Context: an optimization exercise on an open-source flow, tuned for small area, a short achievable clock period and few clock cycles. The choices shown serve that exercise and are no tape-out recipe. Only simulation tests tie the RTL to the original design; equivalence was not proved. Power and IR drop assume default switching activity.

## before
## qdpa
module qdpa (
    input  wire        clk,
    input  wire        rst_n,
    input  wire        host_we,
    input  wire [3:0]  host_addr,      
    input  wire [31:0] host_wdata,
    output reg  [31:0] host_rdata,
    output wire        busy,
    output wire        irq,
    output wire        mem_req,
    output wire [29:0] mem_addr,       
    input  wire        mem_ack,
    input  wire [31:0] mem_rdata,
    input  wire        mem_err
);
    localparam [31:0] ID_VAL  = 32'h51445041;
    localparam [31:0] VER_VAL = 32'h00010000;
    localparam [3:0] A_ID = 4'h0, A_VER = 4'h1, A_CTRL = 4'h2, A_STATUS = 4'h3,
                     A_CMD = 4'h4, A_N = 4'h5, A_WADDR = 4'h6, A_AADDR = 4'h7,
                     A_RESULT = 4'h8;
    localparam [3:0] E_NONE = 4'd0, E_ILLEGAL = 4'd1, E_BADLEN = 4'd2,
                     E_RANGE = 4'd3, E_BUS = 4'd4;
    localparam [1:0] M_PAIR2 = 2'd0, M_QUAD4 = 2'd1, M_SEQ = 2'd2;
    reg        ie;
    reg        st_busy, st_done, st_err, st_ign;
    reg [3:0]  st_code;
    reg [31:0] r_n, r_waddr, r_aaddr, r_result;
    assign busy = st_busy;
    assign irq  = ie & (st_done | st_err);
    always @(*) begin
        case (host_addr)
            A_ID:     host_rdata = ID_VAL;
            A_VER:    host_rdata = VER_VAL;
  ...
Size in the first run: about 7200 cells after synthesis, ~870 flip-flops, roughly 140 I/O pins.
==> module qdpa_fadd32, before the edit <==
module qdpa_fadd32 (
    input  wire        clk,
    input  wire        clr,
    input  wire        go_add,      
    input  wire        go_p,        
    input  wire [31:0] a,           
    input  wire [31:0] b,
    input  wire [37:0] pacc,        
    input  wire [7:0]  pex,         
    input  wire [3:0]  pfl,         
    output wire        idle,
    output wire        done,
    output reg  [31:0] r
);
    localparam [31:0] CANON_NAN = 32'h7FC00000;
    localparam [2:0] F_IDLE = 3'd0, F_AL = 3'd1, F_AD = 3'd2, F_NO = 3'd3, F_RO = 3'd4,
                     F_S2 = 3'd5;
    reg [2:0]  st;
    reg        fused;
    reg [27:0] x;
    reg [26:0] y;
    reg [8:0]  e;
    reg [7:0]  xs;
    reg        f_nan, f_inf, f_isg, f_zsg, f_sbig, f_sub, f_zero;
    assign idle = (st == F_IDLE);
    assign done = (st == F_RO) && !fused;
    wire        sub_e = f_sub && (st == F_AD);
    wire [27:0] sum   = x + ({1'b0, y} ^ {28{sub_e}}) + {27'd0, sub_e};
    wire [24:0] mr   = sum[27:3];
    wire [23:0] mfin = mr[24] ? mr[24:1] : mr[23:0];
    wire [8:0]  xfin = mr[24] ? e + 9'd1 : e;
    wire [7:0]  efld = mfin[23] ? xfin[7:0] : 8'd0;
    always @(*) begin
        if (f_nan)
            r = CANON_NAN;
        else if (f_inf)
            r = {f_isg, 8'hFF, 23'd0};
        else if (f_zero)
            r = {f_zsg, 31'd0};
        else if (xfin >= 9'd255)
            r = {f_sbig, 8'hFF, 23'd0};
        else
            r = {f_sbig, efld, mfin[22:0]};
    end
    wire [31:0] bb = (st == F_S2) ? {f_sbig, xs, y[22:0]} : b;
    wire        sa = a[31];
    wire        sb = bb[31];
    wire [7:0]  ea = a[30:23];
    wire [7:0]  eb = bb[30:23];
    wire [22:0] fa = a[22:0];
    wire [22:0] fb = bb[22:0];
    wire a_max = (ea == 8'hFF);
    wire b_max = (eb == 8'hFF);
    wire a_fz  = (fa == 23'd0);
    wire b_fz  = (fb == 23'd0);
    wire a_inf = a_max && a_fz;
    wire b_inf = b_max && b_fz;
    wire s_nan = (a_max && !a_fz) || (b_max && !b_fz) || (a_inf && b_inf && (sa != sb));
    wire s_inf = a_inf || b_inf;
    wire s_isg = a_inf ? sa : sb;
    wire        ha = ea != 8'd0;
    wire        hb = eb != 8'd0;
    wire [7:0]  xa = {ea[7:1], ea[0] | !ha};
    wire [7:0]  xb = {eb[7:1], eb[0] | !hb};
    wire        a_big = {xa, ha, fa} >= {xb, hb, fb};
    wire [7:0]  d    = e[7:0] - xs;
    wire        far  = d >= 8'd27;
    reg [4:0]  lz;
    integer i;
    always @(*) begin
        lz = 5'd0;
        for (i = 0; i <= 26; i = i + 1)
            if (x[i]) lz = 5'd26 - i[4:0];
    end
    wire        lz_ok = {4'd0, lz} < e;
    wire [4:0]  sh    = lz_ok ? lz : (e[4:0] - 5'd1);
    function [26:0] rev27(input [26:0] v);
        integer k;
        for (k = 0; k < 27; k = k + 1) rev27[k] = v[26 - k];
    endfunction
    wire        in_al  = (st == F_AL);
    wire [26:0] sh_in  = in_al ? y : rev27(x[26:0]);
    wire [4:0]  amt    = in_al ? d[4:0] : sh;
    wire [26:0] sh_out = sh_in >> amt;
    wire [26:0] msk    = ~({27{1'b1}} << d[4:0]);
    wire        stk    = |(y & msk);
    wire [26:0] nl     = rev27(sh_out);
    wire [26:0] nrm    = x[27] ? {x[27:2], x[1] | x[0]} : nl;
    wire        rup    = nrm[2] & (nrm[1] | nrm[0] | nrm[3]);
    wire [26:0] nrf    = sum[27] ? {sum[27:2], sum[1] | sum[0]} : sum[26:0];
    wire        rupf   = nrf[2] & (nrf[1] | nrf[0] | nrf[3]);
    wire [26:0] pn   = pacc[37] ? {pacc[37:12], |pacc[11:0]} : {pacc[36:11], |pacc[10:0]};
    wire        prup = pn[2] & (pn[1] | pn[0] | pn[3]);
    wire start = go_add || (st == F_S2);
    always @(posedge clk) begin
        if (clr) begin
            st <= F_IDLE;
        end else begin
            if (start) begin
                x      <= {1'b0, a_big ? {ha, fa} : {hb, fb}, 3'b000};
                y      <= {a_big ? {hb, fb} : {ha, fa}, 3'b000};
                e      <= {1'b0, a_big ? xa : xb};
                xs     <= a_big ? xb : xa;
                f_sbig <= a_big ? sa : sb;
                f_sub  <= sa != sb;
                f_nan  <= s_nan;
                f_inf  <= s_inf;
                f_isg  <= s_isg;
                f_zsg  <= sa & sb;
                fused  <= 1'b0;
                st     <= F_AL;
            end else if (go_p) begin
                x      <= {1'b0, pn};
                y      <= {23'd0, prup, 3'b000};
                e      <= {1'b0, pex} + {8'd0, pacc[37]};
                f_sbig <= pfl[0];
                f_nan  <= pfl[3];
                f_inf  <= pfl[2];
                f_zero <= pfl[1];
                f_isg  <= pfl[0];
                f_zsg  <= pfl[0];
                fused  <= 1'b1;
                st     <= F_RO;
            end else begin
                case (st)
                    F_AL: begin
                        y  <= far ? {26'd0, |y} : {sh_out[26:1], sh_out[0] | stk};
                        st <= F_AD;
                    end
                    F_AD: begin
                        f_zero <= (sum == 28'd0);
                        if (sum[27] || sum[26]) begin
                            x  <= {1'b0, nrf};
                            y  <= {23'd0, rupf, 3'b000};
                            e  <= e + {8'd0, sum[27]};
                            st <= F_RO;
                        end else begin
                            x  <= sum;
                            st <= F_NO;
                        end
                    end
                    F_NO: begin
                        x  <= {1'b0, nrm};
                        y  <= {23'd0, rup, 3'b000};
                        e  <= x[27] ? e + 9'd1 : (lz_ok ? e - {4'd0, lz} : 9'd1);
                        st <= F_RO;
                    end
                    F_RO: begin
                        if (fused) begin
                            f_sbig  <= r[31];
                            xs      <= r[30:23];
                            y[22:0] <= r[22:0];
                            st      <= F_S2;
                        end else begin
                            st <= F_IDLE;
                        end
                    end
                    default: ;
                endcase
            end
        end
    end
endmodule
==> flow/config.mk <==
export PLATFORM = sky130hd
export DESIGN_NAME = qdpa
export DESIGN_NICKNAME = qdpa
export VERILOG_FILES = /design/flow/design.v
export SDC_FILE = /design/flow/constraint.sdc
export NUM_CORES = 4
export LEC_CHECK = 0
export CAP_MARGIN = 20
export CORE_MARGIN = 2
export CORE_UTILIZATION = 45
export PLACE_DENSITY = 0.55
export SLEW_MARGIN = 20
==> flow/constraint.sdc <==
create_clock -name core_clock -period 18.0 [get_ports {clk}]
set_input_delay 3.6000 -clock core_clock [delete_from_list [all_inputs] [get_ports {clk}]]
set_output_delay 3.6000 -clock core_clock [all_outputs]
set_load 0.01 [all_outputs]
standard.sh (not shown) runs the stock make flow with config.mk's settings and CLKGATE_MAP_FILE= SYNTH_SCRIPT=/design/flow/synth_recipe.tcl, a recipe that flattens the netlist after the stock synthesis.
==> flow/flow/run.sh <==
#!/bin/bash
# Own layout flow: the standard layout (standard.sh, standard synthesis
# unchanged) with its timing repair steps aiming at an 8 ns setup target
# (SETUP_SLACK_MARGIN 10 on the design's 18 ns clock) and drive-2 port
# buffers. The clock period and the constraints are the design's.
set -euo pipefail
export SETUP_SLACK_MARGIN=10
export TNS_END_PERCENT=100
export BUFFER_PORTS_ARGS="-buffer_cell sky130_fd_sc_hd__buf_2"
bash standard.sh > standard.log 2>&1
Testbench counts of before, summed over its fixed seeds: cycles 30,692.
--- input diff before..after ---
--- a/flow/design.v
+++ b/flow/design.v
@@ -630,12 +630,11 @@
     output wire        idle,
     output wire        done,
     output reg  [31:0] r
 );
     localparam [31:0] CANON_NAN = 32'h7FC00000;
-    localparam [2:0] F_IDLE = 3'd0, F_AL = 3'd1, F_AD = 3'd2, F_NO = 3'd3, F_RO = 3'd4,
-                     F_S2 = 3'd5;
+    localparam [2:0] F_IDLE = 3'd0, F_AD = 3'd2, F_NO = 3'd3, F_RO = 3'd4, F_S2 = 3'd5;
     reg [2:0]  st;
     reg        fused;
     reg [27:0] x;
     reg [26:0] y;
     reg [8:0]  e;
@@ -680,12 +679,15 @@
     wire        ha = ea != 8'd0;
     wire        hb = eb != 8'd0;
     wire [7:0]  xa = {ea[7:1], ea[0] | !ha};
     wire [7:0]  xb = {eb[7:1], eb[0] | !hb};
     wire        a_big = {xa, ha, fa} >= {xb, hb, fb};
-    wire [7:0]  d    = e[7:0] - xs;
-    wire        far  = d >= 8'd27;
+    wire [8:0]  dab   = {1'b0, xa} - {1'b0, xb};
+    wire [8:0]  dba   = {1'b0, xb} - {1'b0, xa};
+    wire [7:0]  d     = a_big ? dab[7:0] : dba[7:0];
+    wire        far   = d >= 8'd27;
+    wire [26:0] msml  = {a_big ? {hb, fb} : {ha, fa}, 3'b000};
     reg [4:0]  lz;
     integer i;
     always @(*) begin
         lz = 5'd0;
         for (i = 0; i <= 26; i = i + 1)
@@ -695,16 +697,16 @@
     wire [4:0]  sh    = lz_ok ? lz : (e[4:0] - 5'd1);
     function [26:0] rev27(input [26:0] v);
         integer k;
         for (k = 0; k < 27; k = k + 1) rev27[k] = v[26 - k];
     endfunction
-    wire        in_al  = (st == F_AL);
-    wire [26:0] sh_in  = in_al ? y : rev27(x[26:0]);
+    wire        in_al  = (st != F_NO);
+    wire [26:0] sh_in  = in_al ? msml : rev27(x[26:0]);
     wire [4:0]  amt    = in_al ? d[4:0] : sh;
     wire [26:0] sh_out = sh_in >> amt;
     wire [26:0] msk    = ~({27{1'b1}} << d[4:0]);
-    wire        stk    = |(y & msk);
+    wire        stk    = |(msml & msk);
     wire [26:0] nl     = rev27(sh_out);
     wire [26:0] nrm    = x[27] ? {x[27:2], x[1] | x[0]} : nl;
     wire        rup    = nrm[2] & (nrm[1] | nrm[0] | nrm[3]);
     wire [26:0] nrf    = sum[27] ? {sum[27:2], sum[1] | sum[0]} : sum[26:0];
     wire        rupf   = nrf[2] & (nrf[1] | nrf[0] | nrf[3]);
@@ -715,21 +717,20 @@
         if (clr) begin
             st <= F_IDLE;
         end else begin
             if (start) begin
                 x      <= {1'b0, a_big ? {ha, fa} : {hb, fb}, 3'b000};
-                y      <= {a_big ? {hb, fb} : {ha, fa}, 3'b000};
+                y      <= far ? {26'd0, |msml} : {sh_out[26:1], sh_out[0] | stk};
                 e      <= {1'b0, a_big ? xa : xb};
-                xs     <= a_big ? xb : xa;
                 f_sbig <= a_big ? sa : sb;
                 f_sub  <= sa != sb;
                 f_nan  <= s_nan;
                 f_inf  <= s_inf;
                 f_isg  <= s_isg;
                 f_zsg  <= sa & sb;
                 fused  <= 1'b0;
-                st     <= F_AL;
+                st     <= F_AD;
             end else if (go_p) begin
                 x      <= {1'b0, pn};
                 y      <= {23'd0, prup, 3'b000};
                 e      <= {1'b0, pex} + {8'd0, pacc[37]};
                 f_sbig <= pfl[0];
@@ -740,14 +741,10 @@
                 f_zsg  <= pfl[0];
                 fused  <= 1'b1;
                 st     <= F_RO;
             end else begin
                 case (st)
-                    F_AL: begin
-                        y  <= far ? {26'd0, |y} : {sh_out[26:1], sh_out[0] | stk};
-                        st <= F_AD;
-                    end
                     F_AD: begin
                         f_zero <= (sum == 28'd0);
                         if (sum[27] || sum[26]) begin
                             x  <= {1'b0, nrf};
                             y  <= {23'd0, rupf, 3'b000};
==> results.txt <==
- before → after: filler cell count in the final layout roughly the same; first-pass GRT wire length lower; layout buffering overhead excluding clock cells roughly the same.
- Relative slew slack: after vs before down 5.8 points
- Row initial antenna violation count: after higher / before lower
- Floorplan die area: after vs before — no meaningful difference
- Status: fraction of area in multi-input gates parity (before, after)
- Comparing wire length on met1 for before and after, the smaller number came from after.
- Antenna diode instance count sits higher in after than in before.
- Part of the total power dissipated in combinational logic ended up 15 points higher on after than on before.
- The post-route worst hold slack of after and that of before are within noise of each other.
- On worst setup slack, after does better than before.
- before -> after: design area flat
- Arrival time of data at the critical path endpoint for after is lower than for before.
Testbench counts of after, summed over its fixed seeds: cycles 30,373.

## afterwards: timing with drivers on the ports
The flow's constraints put no driver on any port. The routed layouts listed below were extracted and timed again, unchanged, in two steps. Step 1, drivers: a clkbuf_16 drives clk and a buf_2 each remaining input, both assumed. Step 2 also shifts input and output timing later by t, the mid clock arrival at the registers, as if the neighbouring blocks saw the same clock. Three values: ideal ports, drivers, drivers and shift; two values: the first two.
run | t, ns | setup slack, ns | worst setup path at the end | slew at the worst register clock pin (ns) | cell pins on the clock port's net
before | 0.775 | 9.592 / 9.442 / 9.442 | input to output | 0.07 / 0.07 | 1
after | 0.802 | 9.683 / 9.600 / 9.600 | input to output | 0.07 / 0.07 | 1
After both steps setup and hold are still met in every run listed. For before, which loses most, drivers alone change the setup slack by -0.150 ns; drivers and shift together by -0.150 ns.
